What follows belongs to an exercise in optimizing a design on an open flow for small area, a short achievable clock period and few clock cycles per item; a production flow would make more cautious choices.
Function was checked by simulation only, so behaviour that the tests miss may differ from the original.

### flow/design.v
module shipovnik_chal (
    input  wire         clk,
    input  wire         rst,
    input  wire         start,
    input  wire [511:0] hash,
    output reg          busy,
    output reg          done,
    output reg  [437:0] ch
);
    localparam integer DELTA = 219;
    localparam integer NW    = 27;             
    localparam [31:0]  P20   = 32'hCFD41B91;   
    localparam [31:0]  P19   = 32'h4546B3DB;   
    localparam [1:0] S_IDLE = 2'd0,
                     S_MUL  = 2'd1,
                     S_SHR  = 2'd2,
                     S_DIV  = 2'd3;
    reg [1:0]  state;
    reg [31:0] a [0:NW-1];    
    reg [4:0]  len;           
    reg [4:0]  idx;           
    reg [31:0] carry;         
    reg [3:0]  mpass;         
    reg [7:0]  j;             
    reg [1:0]  r;             
    reg        drop;          
    integer i;
    reg [4:0] hash_len;
    always @* begin
        hash_len = 5'd0;
        for (i = 0; i < 16; i = i + 1)
            if (hash[32*i +: 32] != 32'd0)
                hash_len = i + 1;
    end
    wire [31:0] mult   = (mpass == 4'd10) ? P19 : P20;
    wire [63:0] prod   = a[idx] * mult + {32'd0, carry};
    wire [31:0] quo;
    wire [1:0]  rem;
    shipovnik_chal_div3 u_div3 (
        .rin  (r),
        .w    (a[idx]),
        .q    (quo),
        .rout (rem)
    );
    wire        at_top   = (idx == len - 5'd1);
    wire        drop_now = at_top ? (quo == 32'd0) : drop;
    wire [4:0]  len_next = len - {4'd0, drop_now};
    always @(posedge clk) begin
        if (rst) begin
            state <= S_IDLE;
            busy  <= 1'b0;
            done  <= 1'b0;
        end else begin
            done <= 1'b0;
            case (state)
                S_IDLE: begin
                    if (start) begin
                        for (i = 0; i < NW; i = i + 1)
                            a[i] <= (i < 16) ? hash[32*i +: 32] : 32'd0;
                        len   <= hash_len;
                        ch    <= {438{1'b0}};
                        idx   <= 5'd0;
                        carry <= 32'd0;
                        mpass <= 4'd0;
                        busy  <= 1'b1;
                        state <= S_MUL;
                    end
                end
                S_MUL: begin
                    if (idx < len) begin
                        a[idx] <= prod[31:0];
                        carry  <= prod[63:32];
                        idx    <= idx + 5'd1;
                    end else begin
                        if (carry != 32'd0) begin
                            a[len] <= carry;
                            len    <= len + 5'd1;
                        end
                        idx   <= 5'd0;
                        carry <= 32'd0;
                        mpass <= mpass + 4'd1;
                        if (mpass == 4'd10)
                            state <= S_SHR;
                    end
                end
                S_SHR: begin
                    for (i = 0; i < NW; i = i + 1)
                        a[i] <= (i + 16 < NW) ? a[i + 16] : 32'd0;
                    j <= 8'd0;
                    r <= 2'd0;
                    if (len > 5'd16) begin
                        len   <= len - 5'd16;
                        idx   <= len - 5'd17;
                        state <= S_DIV;
                    end else begin
                        len   <= 5'd0;
                        busy  <= 1'b0;
                        done  <= 1'b1;
                        state <= S_IDLE;
                    end
                end
                S_DIV: begin
                    a[idx] <= quo;
                    if (at_top)
                        drop <= (quo == 32'd0);
                    if (idx == 5'd0) begin
                        ch[2*(DELTA-1-j) +: 2] <= rem;
                        j   <= j + 8'd1;
                        len <= len_next;
                        idx <= len_next - 5'd1;
                        r   <= 2'd0;
                        if (len_next == 5'd0 || j == DELTA - 1) begin
                            busy  <= 1'b0;
                            done  <= 1'b1;
                            state <= S_IDLE;
                        end
                    end else begin
                        idx <= idx - 5'd1;
                        r   <= rem;
                    end
                end
            endcase
        end
    end
endmodule
module shipovnik_chal_div3 (
    input  wire [1:0]  rin,
    input  wire [31:0] w,
    output reg  [31:0] q,
    output reg  [1:0]  rout
);
    integer b;
    reg [2:0] t;
    reg [1:0] rr;
    always @* begin
        rr = rin;
        for (b = 31; b >= 0; b = b - 1) begin
            t = {rr, w[b]};
            if (t >= 3'd3) begin
                q[b] = 1'b1;
                rr   = t - 3'd3;
            end else begin
                q[b] = 1'b0;
                rr   = t[1:0];
            end
        end
        rout = rr;
    end
endmodule
### flow/run.sh
#!/bin/bash
# synth_recipe.tcl (not shown) runs the flow's synth.tcl, then flattens the netlist and writes it again
# the make line also repeats each setting of config.mk as NAME=value (left out here)
make -C /OpenROAD-flow-scripts/flow DESIGN_CONFIG=/design/flow/config.mk WORK_HOME=/design/flow/orfs CLKGATE_MAP_FILE= SYNTH_SCRIPT=/design/flow/synth_recipe.tcl finish
### flow/config.mk
export PLATFORM = sky130hd
export DESIGN_NAME = shipovnik_chal
export DESIGN_NICKNAME = shipovnik_chal
export VERILOG_FILES = /design/flow/design.v
export SDC_FILE = /design/flow/constraint.sdc
export NUM_CORES = 4
export LEC_CHECK = 0
export CAP_MARGIN = 20
export CORE_MARGIN = 2
export CORE_UTILIZATION = 40
export SLEW_MARGIN = 20
### flow/constraint.sdc
create_clock -name core_clock -period 32.0 [get_ports {clk}]
set_input_delay 6.4000 -clock core_clock [delete_from_list [all_inputs] [get_ports {clk}]]
set_output_delay 6.4000 -clock core_clock [all_outputs]
set_load 0.01 [all_outputs]
==> out/qor.yml <==
placement:
  gp_congestion: 1.06
  port_buffers: 954
  hpwlAfterDp_um: 333000
  place_area_mm2: 0.116
setup_path:
  path_max_fanout: 12
  rr_worst_depth: 183
  critPathSlowestCell: "or4_4"
  slowest_delay_ns: 0.55
  worstSetupStartpointType: "register"
  arrival_ns: 31.31
  required_ns: 32.78
  crit_type: "reg2reg"
  worstSetupEndpointType: "register"
  crit_top_cell: "nor2_1"
sta:
  fin_crit_sh_pct: 95.4
  final-hold-violation-count: 0
  setup_viol: 0
  drv_slew: 0
  finClkSkew_ns: 0.0696
  slew-limit-headroom_pct: 13.3
  worstMarginPinSlew_ns: 1.30
  fin_crit_ns: 30.53
  timing.fmax_mhz: 32.8
logic_synthesis:
  yosys_warnings: 2
  synth.cell_area_mm2: 0.102
  syn_nets: 10900
  syn_inst: 9333
  syn_area_per_cell_um2: 11.0
  synth_edf_count: 1519
  ys_types: 106
  synth_seq_cells: 1528
  yosys_most_used_dff: "edfxtp_1"
  async_flop_share_pct: 0
  seq_area_frac_synth_pct: 44.7
clocking:
  h-tree-depth: 4
  clock_path_buffers: 3
  hold_buffers: 0
  clock_latency_ns: 0.90
  root_buffer: "clkbuf_16"
  cts_buffers: 171
  cts_tree: "yes"
  cts.sinks: 1528
  clkTransAtPathRegs_ns: 0.07
detailed_routing:
  routedWlPerCell_um: 32.9
  viasPerCell: 6.09
  totalWireLength_um: 452000
  drtPass1Iterations: 6
  vias: 83500
  antenna_left: 0
  route.detailed.drc: 0
  dr.first_iter.drc_count: 11800
die:
  fp.dieH_um: 510
  core_area_mm2: 0.254
  num_rows: 185
  io_pins: 955
  die_area_mm2: 0.260
  initial_core_util_pct: 40.2
  fp.dieW_um: 510
final_layout:
  mostFrequentLayoutCells: "edfxtp_1, nand2_1, nor2_1, clkdlybuf4s50_1, inv_1"
  utilization_pct: 48.2
  final_area_mm2: 0.123
  drive_above_1_share_pct: 11.2
  area_growth_pct: 19.7
  final_common_cell: "edfxtp_1"
  finalNetCount: 11800
grt:
  grt_max_degree: 286
  grt_pass1_wl_um: 623000
  overflow: 0
  grt_pass1_vias: 81500
  track_usage_pct: 34.1
  antenna_found_initial: 42
job:
  maxCapViolCount: 0
run_status:
  status: "no timing/DRC/antenna violations"
worst_hold_path:
  hold_depth: 2
  hold_class: "reg2reg"
## routing by layer
metal / track usage [%] / wire, um
met1: 43.4 / 167000
met2: 51.0 / 198000
met3: 11.2 / 55800
met4: 19.2 / 30600
met5: 0 / 422
## Yosys cell counts (60+ instances only)
cell type	count	area (um2)
o21ai_0	530	2650
a21oi_2	60	526
and3_1	88	551
fa_1	640	12800
o22ai_1	86	538
a31oi_1	154	963
mux2i_1	149	1490
inv_1	902	3390
nor4_1	150	938
nor2_1	1005	3770
edfxtp_1	1519	45600
nand2_1	1176	4410
xnor2_1	60	526
a211oi_1	61	458
ha_1	458	5730
a21oi_1	356	1780
mux4_2	297	6690
o21ai_1	164	821
clkbuf_1	463	1740
nand3_1	342	1710
## state kept, by name, indices dropped and copies added (netlist names), named ones only
signal  cells
a        1024
ch        438
carry      32
j           8
idx         5
len         5
mpass       4
r           2
state       2
busy        1
done        1
drop        1
## kinds of logic after synthesis
| family | count (synthesis) | synth area share (%) |
|---|---|---|
| adder cells (fa/ha/maj) | 1098 | 18.1 |
| XOR/XNOR | 92 | 0.787 |
| AND/OR/NAND/NOR | 3010 | 12.6 |
| buffers and inverters | 1492 | 5.87 |
| multiplexers | 461 | 8.18 |
| flip-flops | 1528 | 44.7 |
| AO/OA/AOI/OAI | 1652 | 9.68 |
## worst max-delay path, delay by kind of cell (launching register included)
family / cells / cell delay [ns]
compound gates: 60 / 11.01
fa+ha+maj: 34 / 7.01
buf+inv: 23 / 2.23
flops: 1 / 0.35
mux: 10 / 2.23
simple gates: 56 / 7.64
## worst paths after layout
path	from	to	slack (ns)
setup reg to reg	register	state[1]	1.47
hold reg to reg	state[0]	state[0]	0.59
hold / removal	state[0]	state[0]	0.59
setup / recovery	register	state[1]	1.47
## per-stage QoR
| step | worst slack, ns | TNS (ns) | std cells | hold slack [ns] |
|---|---|---|---|---|
| after detailed placement | -0.713 | -48.83 | 13400 | 0.578 |
| after global placement | 0.245 | 0 | 13400 | 0.573 |
| after global routing | -0.269 | -15.11 | 13700 | 0.625 |
| after floorplan | 0.0196 | 0 | 9333 | 0.488 |
| after CTS | 0.0463 | 0 | 13700 | 0.590 |
| final | 1.47 | 0 | 13700 | 0.590 |
## what timing repair did
| action | CTS | global route |
|---|---|---|
| setup buffers | 5 | 25 |
| resized for setup | 17 | 87 |
| pin swaps | 1 | 39 |
| setup endpoints to repair | 450 | 524 |
## layout make-up
cell class	instances	area [um2]
Inverter	912	3430
Clock buffer	210	4460
Sequential cell	1528	45800
Antenna cell	10	25.0
Tap cell	3366	4210
Clock inverter	102	1040
Fill cell	23000	132000
Timing Repair Buffer	1267	12100
Multi-Input combinational cell	6313	51600
Testbench counts, summed over its fixed seeds: cycles 393,875, items 256.

-- port drivers added, routing unchanged --
The results above use ideal ports. As a check the final layout listed here was re-extracted and re-timed, cells and wires unchanged. Step 1 assumes that a clkbuf_16 drives the clock port and a buf_2 every other input. Step 2 moves the port delays by t, midway between the first and last clock arrival at a register: inputs arrive t later, outputs are due t later. That takes back most of the time a late clock gives input paths. Three values: ideal, step 1, step 2; two values: the first two.
t, ns: 0.969
setup slack, ns: 1.470 / 1.470 / 1.470
clock arrival spread, ns: 0.070 / 0.070
After both steps setup and hold are still met in this run. The setup slack of this run moves by 0.000 ns with the drivers and by 0.000 ns with both steps.
